Context: an optimization exercise on an open-source flow, tuned for small area, a short achievable clock period and few clock cycles. The choices shown serve that exercise and are no tape-out recipe. Only simulation tests tie the RTL to the original design; equivalence was not proved. No driver is modelled on the clock port, so clock power and skew are understated where the tree is cut down; a real chip needs a root buffer or a tree. Power and IR drop assume default switching activity.

## job 887
// cic_core
module cic_core (
    input  wire sys_clk,
    input  wire block_rst,       
    input  wire dclk_in,         
    input  wire dio_in,          
    input  wire reset_held,      
    input  wire cancel,          
    output reg  dio_drive_low,   
    output reg  terminated,      
    output reg  busy             
);
    localparam [92:0] PRE_BITS =
        93'b111101000111001111110000100001001010001101011111010001110010000001011110010011100101111011000;
    localparam [3:0]
        ST_WAIT  = 4'd0,
        ST_TERM  = 4'd1,    
        ST_PRE   = 4'd2,    
        ST_DRAIN = 4'd3,    
        ST_CMD   = 4'd4,    
        ST_CPAD  = 4'd5,    
        ST_CWR   = 4'd6,    
        ST_VMARK = 4'd7,    
        ST_VRD   = 4'd8,    
        ST_VSYNC = 4'd9,    
        ST_VWR   = 4'd10,   
        ST_RACK  = 4'd11,   
        ST_DIE   = 4'd12;   
    reg  [3:0]   st;            
    reg  [6:0]   cnt;           
    reg          wait_act;      
    reg          cap_q;         
    reg          rbit;          
    reg          rst_q;         
    reg  [60:1]  mv;
    reg  [15:1]  ob;            
    reg          eng_run;       
    reg          eng_wait;      
    reg          eng_v1;        
    reg          eng_v2;        
    reg          eng_v3;        
    reg  [1:0]   eng_rnd;
    reg  [3:0]   eng_x;         
    reg  [3:0]   eng_bs;        
    reg          eng_have;      
    reg          eng_need;      
    reg  [120:0] ring;
    reg  [6:0]   vw;
    reg          vpend;         
    reg          vfetch;        
    reg  [3:0]   va_a;          
    reg          va_carry;
    wire [3:0] m1  = mv[4:1],   m2  = mv[8:5],   m3  = mv[12:9],  m4  = mv[16:13];
    wire [3:0] m5  = mv[20:17], m6  = mv[24:21], m7  = mv[28:25], m8  = mv[32:29];
    wire [3:0] m9  = mv[36:33], m10 = mv[40:37], m11 = mv[44:41], m12 = mv[48:45];
    wire [3:0] m13 = mv[52:49], m14 = mv[56:53], m15 = mv[60:57];
    function [3:0] add4;
        input [3:0] a, b;
        input       ci;
  ...
Size: ~250 flip-flops, about 10,000 sq um of cells after synthesis.
Settings: LEC_CHECK=0, CAP_MARGIN=20, CORE_MARGIN=2, CORE_UTILIZATION=40, SLEW_MARGIN=20; clock period 15.0 ns.
standard.sh (not shown) runs the stock make flow with config.mk's settings and CLKGATE_MAP_FILE= SYNTH_SCRIPT=/design/flow/synth_recipe.tcl, a recipe that flattens the netlist after the stock synthesis.
==> flow/flow/run.sh <==
#!/bin/bash
# Standard layout, with:
#  - repair_timing aiming for setup slack 11.3 ns (a tighter achieved period)
#    instead of 0,
#  - 70% utilisation,
#  - buf_4 cells as the port buffers (every port is still buffered),
#  - after CTS, a two-level clock tree (flow/post_cts.tcl, flow/rebuild.tcl).
set -euo pipefail
export POST_CTS_TCL="$PWD/flow/post_cts.tcl"
bash standard.sh SETUP_SLACK_MARGIN=11.3 CORE_UTILIZATION=70 \
  "BUFFER_PORTS_ARGS=-buffer_cell sky130_fd_sc_hd__buf_4" \
  "CTS_ARGS=-sink_clustering_enable -repair_clock_nets -dont_use_dummy_load -sink_clustering_size 15 -sink_clustering_max_diameter 60 -buf_list sky130_fd_sc_hd__clkbuf_8 -root_buf sky130_fd_sc_hd__clkbuf_16" \
  finish > run_standard.log 2>&1
==> flow/flow/post_cts.tcl <==
# Run by ORFS's CTS step after clock_tree_synthesis and its repair (the
# POST_CTS_TCL hook): replace TritonCTS's three-level clock tree by a
# two-level one (two root buffers driving ten leaf buffers, all clkbuf_16, each
# leaf serving a balanced cluster of flip-flops), which has a shorter and
# equal clock latency everywhere; then legalise and repair timing again.
source [file join [file dirname [info script]] rebuild.tcl]
rebuild_clock_tree 10 sky130_fd_sc_hd__clkbuf_16 sky130_fd_sc_hd__clkbuf_16 2
set_propagated_clock [all_clocks]
detailed_placement
estimate_parasitics -placement
repair_timing_helper
detailed_placement
check_placement -verbose
==> flow/flow/rebuild.tcl <==
# Replace the clock tree with two levels: nroot root buffers, driven by the
# clock port, drive nleaf leaf buffers, each placed at the centre of a
# balanced k-means cluster of flip-flops. TritonCTS's buffers and dummy
# loads are removed first.
proc rebuild_clock_tree { nleaf leafbuf rootbuf {nroot 1} } {
  set db [ord::get_db]
  set block [ord::get_db_block]
  set clk [$block findNet sys_clk]
  # remove the existing clock buffers, moving their sinks back onto sys_clk
  set sinks {}
  set todo [list $clk]
  set bufs {}
  set loads {}
  while {[llength $todo]} {
    set net [lindex $todo 0]; set todo [lrange $todo 1 end]
    foreach it [$net getITerms] {
      if {[$it getIoType] ne "INPUT"} { continue }
      set inst [$it getInst]
      set mname [[$inst getMaster] getName]
      if {[string match "clkload*" [$inst getName]]} {
        lappend loads $inst
      } elseif {[string match "sky130_fd_sc_hd__clkbuf_*" $mname] && [string match "clkbuf_*" [$inst getName]]} {
        lappend bufs $inst
        set onet [[$inst findITerm X] getNet]
        if {$onet ne "NULL" && $onet ne ""} { lappend todo $onet }
      } else {
        lappend sinks $it
      }
    }
  }
  foreach inst $bufs {
    set onet [[$inst findITerm X] getNet]
    odb::dbInst_destroy $inst
    if {$onet ne "NULL" && $onet ne ""} {
      if {[llength [$onet getITerms]] == 0 || 1} {
        foreach it [$onet getITerms] { $it disconnect }
        odb::dbNet_destroy $onet
      }
    }
  }
  foreach inst $loads { odb::dbInst_destroy $inst }
  foreach it $sinks { catch {$it disconnect}; $it connect $clk }
  puts "removed [llength $bufs] clock buffers, [llength $sinks] sinks"
  # k-means on sink positions
  set pts {}
  foreach it $sinks {
    set b [[$it getInst] getBBox]
    lappend pts [list [expr {([$b xMin]+[$b xMax])/2}] [expr {([$b yMin]+[$b yMax])/2}]]
  }
  set n [llength $pts]
  set order [lsort -integer -index 0 $pts]
  set cent {}
  for {set k 0} {$k < $nleaf} {incr k} { lappend cent [lindex $order [expr {int(($k + 0.5) * $n / $nleaf)}]] }
  for {set iter 0} {$iter < 40} {incr iter} {
    set cap [expr {int(ceil(double($n) / $nleaf)) + 2}]
    set pairs {}
    set i 0
    foreach p $pts {
      for {set k 0} {$k < $nleaf} {incr k} {
        set c [lindex $cent $k]
        lappend pairs [list [expr {abs([lindex $p 0]-[lindex $c 0]) + abs([lindex $p 1]-[lindex $c 1])}] $i $k]
      }
      incr i
    }
    set pairs [lsort -real -index 0 $pairs]
    set asg [lrepeat $n -1]
    set used [lrepeat $nleaf 0]
    set left $n
    foreach pr $pairs {
      lassign $pr d i k
      if {[lindex $asg $i] >= 0 || [lindex $used $k] >= $cap} { continue }
      lset asg $i $k
      lset used $k [expr {[lindex $used $k] + 1}]
      incr left -1
      if {$left == 0} { break }
    }
    set sx [lrepeat $nleaf 0.0]; set sy [lrepeat $nleaf 0.0]; set sc [lrepeat $nleaf 0]
    foreach p $pts a $asg {
      lset sx $a [expr {[lindex $sx $a] + [lindex $p 0]}]
      lset sy $a [expr {[lindex $sy $a] + [lindex $p 1]}]
      lset sc $a [expr {[lindex $sc $a] + 1}]
    }
    for {set k 0} {$k < $nleaf} {incr k} {
      if {[lindex $sc $k] > 0} {
        lset cent $k [list [expr {int([lindex $sx $k]/[lindex $sc $k])}] [expr {int([lindex $sy $k]/[lindex $sc $k])}]]
      }
    }
  }
  puts "cluster sizes: $sc"
  # leaves split among nroot root buffers by x position; the clock port
  # drives the roots
  set lorder [lsort -integer -index 1 [lmap c $cent k [lrange [lsearch -all $cent *] 0 end] {list $k [lindex $c 0]}]]
  set rnets {}
  for {set r 0} {$r < $nroot} {incr r} {
    set mine [lrange $lorder [expr {$r * $nleaf / $nroot}] [expr {($r + 1) * $nleaf / $nroot - 1}]]
    set cx 0; set cy 0
    foreach m $mine { set c [lindex $cent [lindex $m 0]]; set cx [expr {$cx + [lindex $c 0]}]; set cy [expr {$cy + [lindex $c 1]}] }
    set cx [expr {$cx / [llength $mine]}]; set cy [expr {$cy / [llength $mine]}]
    set root [odb::dbInst_create $block [$db findMaster $rootbuf] clkbuf_root_$r]
    $root setLocation $cx $cy
    $root setPlacementStatus PLACED
    set rnet [odb::dbNet_create $block clknet_root_$r]
    $rnet setSigType CLOCK
    [$root findITerm A] connect $clk
    [$root findITerm X] connect $rnet
    foreach m $mine { set rootof([lindex $m 0]) $rnet }
  }
  foreach it $sinks { $it disconnect }
  for {set k 0} {$k < $nleaf} {incr k} {
    set c [lindex $cent $k]
    set leaf [odb::dbInst_create $block [$db findMaster $leafbuf] clkbuf_leaf_$k]
    $leaf setLocation [lindex $c 0] [lindex $c 1]
    $leaf setPlacementStatus PLACED
    set lnet [odb::dbNet_create $block clknet_leaf_$k]
    $lnet setSigType CLOCK
    [$leaf findITerm A] connect $rootof($k)
    [$leaf findITerm X] connect $lnet
    set ln($k) $lnet
  }
  foreach it $sinks a $asg { $it connect $ln($a) }
}
Job 887 finished end to end and its layout was clean on timing, DRC and antenna.
Testbench counts of job 887, summed over its fixed seeds: cycles 64,299.
[inputs] job 9746 vs job 887
--- a/flow/flow/rebuild.tcl
+++ b/flow/flow/rebuild.tcl
@@ -1,4 +1,2 @@
-# Replace the clock tree with two levels: nroot root buffers, driven by the
-# clock port, drive nleaf leaf buffers, each placed at the centre of a
-# balanced k-means cluster of flip-flops. TritonCTS's buffers and dummy
-# loads are removed first.
+# Replace the clock tree with two levels: one root buffer drives nleaf leaf
+# buffers, each placed at the centre of a k-means cluster of flip-flops.
[summary]
- Area after synthesis: job 9746 vs job 887 identical
- Job 9746 vs. job 887: share of the synthesized netlist area taken by xor and xnor gates barely changed; combinational share of power saw little to no change; first-iteration DRC count closely matched the old numbers.
- Summary of job 9746 over job 887: total power barely changed; clock group total power barely changed; clock power share barely changed.
- Fraction of layout cells with a size suffix above 1 across job 887 and job 9746: no real change.
- ~same final cell area excluding filler cells in job 887 and job 9746
The inputs of job 9205 differ from those of job 9746 as listed below.
--- a/flow/flow/run.sh
+++ b/flow/flow/run.sh
@@ -3 +3 @@
-#  - repair_timing aiming for setup slack 11.3 ns (a tighter achieved period)
+#  - repair_timing aiming for setup slack 11 ns (a tighter achieved period)
@@ -10 +10 @@
-bash standard.sh SETUP_SLACK_MARGIN=11.3 CORE_UTILIZATION=70 \
+bash standard.sh SETUP_SLACK_MARGIN=11 CORE_UTILIZATION=70 \
--- a/flow/flow/post_cts.tcl
+++ b/flow/flow/post_cts.tcl
@@ -3 +3 @@
-# two-level one (two root buffers driving ten leaf buffers, all clkbuf_16, each
+# two-level one (a root buffer driving ten leaf buffers, all clkbuf_16, each
@@ -7 +7 @@
-rebuild_clock_tree 10 sky130_fd_sc_hd__clkbuf_16 sky130_fd_sc_hd__clkbuf_16 2
+rebuild_clock_tree 10 sky130_fd_sc_hd__clkbuf_16 sky130_fd_sc_hd__clkbuf_16
--- a/flow/flow/rebuild.tcl
+++ b/flow/flow/rebuild.tcl
@@ -3 +3 @@
-proc rebuild_clock_tree { nleaf leafbuf rootbuf {nroot 1} } {
+proc rebuild_clock_tree { nleaf leafbuf rootbuf } {
@@ -88,18 +88,8 @@
-  # leaves split among nroot root buffers by x position; the clock port
-  # drives the roots
-  set lorder [lsort -integer -index 1 [lmap c $cent k [lrange [lsearch -all $cent *] 0 end] {list $k [lindex $c 0]}]]
-  set rnets {}
-  for {set r 0} {$r < $nroot} {incr r} {
-    set mine [lrange $lorder [expr {$r * $nleaf / $nroot}] [expr {($r + 1) * $nleaf / $nroot - 1}]]
-    set cx 0; set cy 0
-    foreach m $mine { set c [lindex $cent [lindex $m 0]]; set cx [expr {$cx + [lindex $c 0]}]; set cy [expr {$cy + [lindex $c 1]}] }
-    set cx [expr {$cx / [llength $mine]}]; set cy [expr {$cy / [llength $mine]}]
-    set root [odb::dbInst_create $block [$db findMaster $rootbuf] clkbuf_root_$r]
-    $root setLocation $cx $cy
-    $root setPlacementStatus PLACED
-    set rnet [odb::dbNet_create $block clknet_root_$r]
-    $rnet setSigType CLOCK
-    [$root findITerm A] connect $clk
-    [$root findITerm X] connect $rnet
-    foreach m $mine { set rootof([lindex $m 0]) $rnet }
-  }
+  set cx 0; set cy 0
+  foreach c $cent { set cx [expr {$cx + [lindex $c 0]}]; set cy [expr {$cy + [lindex $c 1]}] }
+  set cx [expr {$cx / $nleaf}]; set cy [expr {$cy / $nleaf}]
+  set root [odb::dbInst_create $block [$db findMaster $rootbuf] clkbuf_root]
+  $root setLocation $cx $cy
+  $root setPlacementStatus PLACED
+  set rnet [odb::dbNet_create $block clknet_root]
+  $rnet setSigType CLOCK
@@ -106,0 +97,2 @@
+  [$root findITerm A] connect $clk
+  [$root findITerm X] connect $rnet
@@ -114 +106 @@
-    [$leaf findITerm A] connect $rootof($k)
+    [$leaf findITerm A] connect $rnet
- Compared with job 9746, in job 9205 internal power summed over all cells shrank by 1.7%, post-detailed-routing wire length decreased about 1.5%.
- Mux cell area share after synthesis came out exactly the same in job 9205 and job 9746.
- The combinational share of power was comparable across job 9205 and job 9746.
Relative to job 9205, the following input files were edited for job 9969:
--- a/flow/flow/run.sh
+++ b/flow/flow/run.sh
@@ -3 +3 @@
-#  - repair_timing aiming for setup slack 11 ns (a tighter achieved period)
+#  - repair_timing aiming for setup slack 11.2 ns (a tighter achieved period)
@@ -10 +10 @@
-bash standard.sh SETUP_SLACK_MARGIN=11 CORE_UTILIZATION=70 \
+bash standard.sh SETUP_SLACK_MARGIN=11.2 CORE_UTILIZATION=70 \
Results
- STATUS wire length: job 9969 loses against job 9205
- Summary of job 9969 over job 9205: final core area utilization went up by 0.21 points, worst hold slack after final layout stayed essentially flat, final clock skew did not really move, via density per instance about even.
- Looking at share of the clock period used by the worst path, job 9969 sits 0.51 points lower than job 9205 does.
- From job 9205 to job 9969 the numbers moved as follows: number of nets in the layout was more or less identical; internal power contribution now sits at about the same level; total design power increased 3.5 uW.
No run of this note takes its clock network from TritonCTS; it comes from the design's own scripts or RTL.

## re-timing with driven ports
The flow's constraints put no driver on any port. The routed layouts listed below were extracted and timed again, unchanged, in two steps.
Step 1 (the two cells are an assumption about what drives the block):
set clk [get_ports {sys_clk}]
set_driving_cell -lib_cell sky130_fd_sc_hd__clkbuf_16 $clk
set_driving_cell -lib_cell sky130_fd_sc_hd__buf_2 [delete_from_list [all_inputs] $clk]
Step 2 also shifts input and output timing later by t, the mid clock arrival at the registers, as if the neighbouring blocks saw the same clock.
a / b / c = ideal / step 1 / step 2; a / b = the first two.
| run | shift t [ns] | setup slack, ns | pins driven straight from the clock port |
|---|---|---|---|
| job 887 | 0.384 | 11.218 / 11.163 / 11.068 | 2 |
| job 9746 | 0.384 | 11.218 / 11.163 / 11.068 | 2 |
| job 9205 | 0.437 | 11.062 / 11.022 / 11.074 | 1 |
| job 9969 | 0.443 | 11.139 / 11.099 / 11.066 | 1 |
After both steps every run listed still meets setup and hold.
